Background: an optimization exercise with open tools, aiming at small area, a short achievable clock period and few clock cycles per item. Do not read the settings as production practice. Function was checked by simulation only, so behaviour that the tests miss may differ from the original.

T:
==> module lbm_dsp, before the edit <==
module lbm_dsp (
    input  wire         clk,
    input  wire         rst,
    input  wire         in_valid,
    output wire         in_ready,
    input  wire [1:0]   in_op,        
    input  wire         in_mode,      
    input  wire [7:0]   in_raw,       
    input  wire [159:0] in_audio,     
    output reg          out_valid,
    output reg  [6:0]   out_target,
    output wire [15:0]  out_vu,
    output wire [7:0]   out_r,
    output wire [7:0]   out_g,
    output wire [7:0]   out_b
);
    localparam OP_TARGET = 2'd0;
    localparam OP_VUSAMP = 2'd1;
    localparam OP_VUMAX  = 2'd2;
    assign in_ready = 1'b1;
    reg         c_valid;
    reg [1:0]   c_op;
    reg         c_mode;
    reg [7:0]   c_raw;
    reg [79:0]  c_pair;      
    wire [79:0] pair;
    lbm_pair u_pair (.audio(in_audio), .pkeys(pair));
    always @(posedge clk) begin
        c_valid <= in_valid & ~rst;
        c_op    <= in_op;
        c_mode  <= in_mode;
        c_raw   <= in_raw;
        c_pair  <= pair;
    end
    wire [6:0] target;
    lbm_curve u_curve (.raw(c_raw), .mode(c_mode), .target(target));
    wire [7:0] pkey;
    lbm_peak u_peak (.keys(c_pair), .pkey(pkey));
    wire       d_valid  = c_valid;
    wire       d_samp   = c_valid & (c_op == OP_VUSAMP);
    wire       d_vmax   = c_valid & (c_op == OP_VUMAX);
    wire [7:0] d_pkey   = pkey;
    wire [6:0] d_target = (c_op == OP_TARGET) ? target : 7'd0;
    reg [15:0] vu_state;
    reg [7:0]  win0, win1, win2;    
    reg [7:0]  col_r;
    reg [5:0]  col_g;
    wire [31:0] wkeys = {win2, win1, win0, d_pkey};
    wire [3:0]  walive [0:8];
    wire [7:0]  skey;
    assign walive[8] = 4'hF;
    genvar wb, wj;
    generate
        for (wb = 7; wb >= 0; wb = wb - 1) begin : g_wbit
            wire [3:0] hit;
            for (wj = 0; wj < 4; wj = wj + 1) begin : g_wj
                assign hit[wj] = walive[wb+1][wj] & wkeys[8*wj+wb];
            end
            assign skey[wb]   = |hit;
            assign walive[wb] = skey[wb] ? hit : walive[wb+1];
        end
    endgenerate
    wire [7:0] sig  = {1'b0, skey[7:1]} + {7'd0, skey[0]};    
    wire [15:0] decay  = vu_state + {4'hF, ~vu_state[15:4]} + {15'd0, ~|vu_state[3:0]};
    reg         hi_gt;
    integer     ai;
    always @(*) begin
        hi_gt = 1'b0;
        for (ai = 8; ai < 16; ai = ai + 1)
            hi_gt = (sig[ai-8] & ~vu_state[ai]) | (~(sig[ai-8] ^ vu_state[ai]) & hi_gt);
    end
    wire        attack = hi_gt | ((sig == vu_state[15:8]) & (vu_state[7:0] == 8'd0));
    wire        dzero  = (vu_state <= 16'd273);    
    wire [8:0] didx = {1'b0, decay[15:8]} + {8'd0, decay[7]};
    reg  [6:0] idx;
    always @(*) begin
        if (d_vmax)
            idx = 7'd127;
        else if (attack)
            idx = sig[7] ? 7'd127 : sig[6:0];
        else if (dzero)
            idx = 7'd0;
        else
            idx = (didx[8] | didx[7]) ? 7'd127 : didx[6:0];
    end
    wire [7:0] nr;
    wire [5:0] ng;
    lbm_vu_color u_color (.idx(idx), .r(nr), .g(ng));
    always @(posedge clk) begin
        if (rst) begin
            vu_state <= 16'd0;
            win0 <= 8'd0; win1 <= 8'd0; win2 <= 8'd0;
            col_r <= 8'd0;
            col_g <= 6'd0;
            out_valid <= 1'b0;
        end else begin
            out_valid <= d_valid;
            if (d_samp) begin
                vu_state <= attack ? {sig, 8'd0} : dzero ? 16'd0 : decay;
                win0 <= d_pkey; win1 <= win0; win2 <= win1;
            end else if (d_vmax) begin
                vu_state <= 16'hFFFF;
            end
            if (d_samp | d_vmax) begin
                col_r <= nr;
                col_g <= ng;
            end
        end
        out_target <= d_target;
    end
    assign out_vu = vu_state;
    assign out_r  = col_r;
    assign out_g  = {2'd0, col_g};
    assign out_b  = 8'd0;
endmodule
Settings: LEC_CHECK=0, ABC_AREA=1, CAP_MARGIN=20, CORE_MARGIN=2, CORE_UTILIZATION=55, SLEW_MARGIN=20; clock period 70.0 ns.
standard.sh (not shown) runs the stock make flow with config.mk's settings and CLKGATE_MAP_FILE= SYNTH_SCRIPT=/design/flow/synth_recipe.tcl, a recipe that flattens the netlist after the stock synthesis.
==> flow/flow/run.sh <==
#!/bin/bash
# The standard layout, with two changes to how it is built:
#  - port buffers are sky130_fd_sc_hd__buf_1 (buffer_ports -buffer_cell)
#    instead of the cell buffer_ports picks by itself;
#  - clock tree synthesis adds no dummy loads and builds the tree of
#    sky130_fd_sc_hd__clkbuf_8 only.
# Every tool's output goes to the ORFS logs under orfs/logs; make's own
# output goes to standard.log here.
set -euo pipefail
export BUFFER_PORTS_ARGS="-buffer_cell sky130_fd_sc_hd__buf_1"
export CTS_ARGS="-sink_clustering_enable -repair_clock_nets -dont_use_dummy_load -buf_list sky130_fd_sc_hd__clkbuf_8"
bash standard.sh finish > standard.log 2>&1
Testbench counts of T, summed over its fixed seeds: cycles 16,016, items 16,000.
Setup changes, T to R
--- a/flow/design.v
+++ b/flow/design.v
@@ -312,20 +312,22 @@
             assign skey[wb]   = |hit;
             assign walive[wb] = skey[wb] ? hit : walive[wb+1];
         end
     endgenerate
     wire [7:0] sig  = {1'b0, skey[7:1]} + {7'd0, skey[0]};    
     wire [15:0] decay  = vu_state + {4'hF, ~vu_state[15:4]} + {15'd0, ~|vu_state[3:0]};
-    reg         hi_gt;
+    reg         hi_gt, hi_ge;
     integer     ai;
     always @(*) begin
-        hi_gt = 1'b0;
-        for (ai = 8; ai < 16; ai = ai + 1)
-            hi_gt = (sig[ai-8] & ~vu_state[ai]) | (~(sig[ai-8] ^ vu_state[ai]) & hi_gt);
+        hi_gt = 1'b0; hi_ge = 1'b1;
+        for (ai = 15; ai >= 8; ai = ai - 1) begin
+            hi_gt = hi_gt | (hi_ge & sig[ai-8] & ~vu_state[ai]);
+            hi_ge = hi_ge & (sig[ai-8] | ~vu_state[ai]);
+        end
     end
-    wire        attack = hi_gt | ((sig == vu_state[15:8]) & (vu_state[7:0] == 8'd0));
+    wire        attack = hi_gt | (hi_ge & (vu_state[7:0] == 8'd0));
     wire        dzero  = (vu_state <= 16'd273);    
     wire [8:0] didx = {1'b0, decay[15:8]} + {8'd0, decay[7]};
     reg  [6:0] idx;
     always @(*) begin
         if (d_vmax)
             idx = 7'd127;
--- outcome ---
- Lower met3 routed wirelength goes to R over T.
- Total global routing track utilization was higher in the run labelled R.
- Sequential share of layout area: R < T
- Per the comparison of R with T, transition time of the tightest slew-check pin dropped 0.11 ns, wire length of the first global-routing pass climbed about 1.4%, final critical-path required period barely changed.
- R against T: via count up 100.
Testbench counts of R, summed over its fixed seeds: cycles 16,016, items 16,000.

## JK
lbm_dsp, a different RTL version from the one above (not shown whole).
Size: ~1700 cells after synthesis, roughly 150 flip-flops, about 220 I/O pins.
## lbm_dsp
module lbm_dsp (
    input  wire         clk,
    input  wire         rst,
    input  wire         in_valid,
    output wire         in_ready,
    input  wire [1:0]   in_op,        
    input  wire         in_mode,      
    input  wire [7:0]   in_raw,       
    input  wire [159:0] in_audio,     
    output reg          out_valid,
    output reg  [6:0]   out_target,
    output wire [15:0]  out_vu,
    output wire [7:0]   out_r,
    output wire [7:0]   out_g,
    output wire [7:0]   out_b
);
    localparam OP_TARGET = 2'd0;
    localparam OP_VUSAMP = 2'd1;
    localparam OP_VUMAX  = 2'd2;
    assign in_ready = 1'b1;
    reg         c_valid;
    reg [1:0]   c_op;
    reg         c_mode;
    reg [7:0]   c_raw;
    reg [79:0]  c_pair;      
    wire [79:0] pair;
    lbm_pair u_pair (.audio(in_audio), .pkeys(pair));
    always @(posedge clk) begin
        c_valid <= in_valid & ~rst;
        c_op    <= in_op;
        c_mode  <= in_mode;
        c_raw   <= in_raw;
        c_pair  <= pair;
    end
    wire [6:0] target;
    lbm_curve u_curve (.raw(c_raw), .mode(c_mode), .target(target));
    wire [7:0] pkey;
    lbm_peak u_peak (.keys(c_pair), .pkey(pkey));
    wire       d_valid  = c_valid;
    wire       d_samp   = c_valid & (c_op == OP_VUSAMP);
    wire       d_vmax   = c_valid & (c_op == OP_VUMAX);
    wire [7:0] d_pkey   = pkey;
    wire [6:0] d_target = (c_op == OP_TARGET) ? target : 7'd0;
    reg [15:0] vu_state;
    reg [7:0]  win0, win1, win2;    
  ...
==> module lbm_pair, before the edit <==
module lbm_pair (
    input  wire [159:0] audio,      
    output wire [79:0]  pkeys       
);
    function gt8(input [7:0] a, input [7:0] b);
        integer i;
        reg g;
        begin
            g = 1'b0;
            for (i = 0; i < 8; i = i + 1)
                g = a[i] ? (~b[i] | g) : (~b[i] & g);
            gt8 = g;
        end
    endfunction
    genvar j;
    generate
        for (j = 0; j < 10; j = j + 1) begin : g_pair
            wire [7:0] s0 = audio[16*j +: 8];
            wire [7:0] s1 = audio[16*j+8 +: 8];
            wire [7:0] k0 = {s0[6:0] ^ {7{~s0[7]}}, ~s0[7]};
            wire [7:0] k1 = {s1[6:0] ^ {7{~s1[7]}}, ~s1[7]};
            assign pkeys[8*j +: 8] = gt8(k0, k1) ? k0 : k1;
        end
    endgenerate
endmodule
==> flow/config.mk <==
export PLATFORM = sky130hd
export DESIGN_NAME = lbm_dsp
export DESIGN_NICKNAME = lbm_dsp
export VERILOG_FILES = /design/flow/design.v
export SDC_FILE = /design/flow/constraint.sdc
export NUM_CORES = 4
export LEC_CHECK = 0
export ABC_AREA = 1
export CAP_MARGIN = 20
export CORE_MARGIN = 2
export CORE_UTILIZATION = 40
export SLEW_MARGIN = 20
==> flow/constraint.sdc <==
create_clock -name core_clock -period 70.0 [get_ports {clk}]
set_input_delay 14.0000 -clock core_clock [delete_from_list [all_inputs] [get_ports {clk}]]
set_output_delay 14.0000 -clock core_clock [all_outputs]
set_load 0.01 [all_outputs]
Scripts as last shown in full above: flow/flow/run.sh
Testbench counts of JK, summed over its fixed seeds: cycles 16,016, items 16,000.
diff inputs: JK => MS
diff --git a/flow/design.v b/flow/design.v
--- a/flow/design.v
+++ b/flow/design.v
@@ -205,11 +205,13 @@
 );
     function gt8(input [7:0] a, input [7:0] b);
         integer i;
-        reg g;
+        reg g, n;
         begin
-            g = 1'b0;
-            for (i = 0; i < 8; i = i + 1)
-                g = a[i] ? (~b[i] | g) : (~b[i] & g);
+            g = 1'b0; n = 1'b1;
+            for (i = 7; i >= 0; i = i - 1) begin
+                g = g | (n & a[i] & ~b[i]);
+                n = n & (a[i] | ~b[i]);
+            end
             gt8 = g;
         end
     endfunction
As far as die area is concerned, JK and MS perform about the same.
[MS] post-layout minimum cycle time fell 880 ps relative to JK
In terms of area overhead of the layout relative to synthesis, MS and JK differ only marginally.
Met1 layer wirelength in the final routing: MS > JK
Summary of MS over JK: hold slack dropped 4.7 ps, amount of wire on met2 after detailed routing down 6.4%, core utilization of the finished layout saw little to no change, post-route standard cell area excluding fillers went up, number of buffers other than clock buffers in the final layout now sits higher.
MS vs JK: synthesized cell count up
Compared with JK, MS has extra setup slack.
Testbench counts of MS, summed over its fixed seeds: cycles 16,016, items 16,000.

==> static timing again, ports no longer ideal <==
In the flow no input, the clock included, has a driving cell. The finished layouts below were timed again as built, in two steps. Step 1: set_driving_cell puts a clkbuf_16 on clk and a buf_2 on each other input, an assumption about the parent block. Step 2 moves the port delays by t, midway between the first and last clock arrival at a register: inputs arrive t later, outputs are due t later. That takes back most of the time a late clock gives input paths. Slacks: no drivers / after step 1 / after step 2; pairs: no drivers / after step 1.
run | shift t [ns] | setup slack, ns | latest minus earliest clock arrival (ns)
T | 0.489 | 54.143 / 54.164 / 53.675 | 0.025 / 0.024
R | 0.489 | 54.141 / 54.159 / 53.669 | 0.022 / 0.021
JK | 0.502 | 53.213 / 53.238 / 52.736 | 0.033 / 0.033
MS | 0.479 | 54.092 / 54.118 / 53.639 | 0.028 / 0.028
After both steps setup and hold are still met in every run listed. For JK, which loses most, drivers alone change the setup slack by +0.025 ns; drivers and shift together by -0.477 ns.
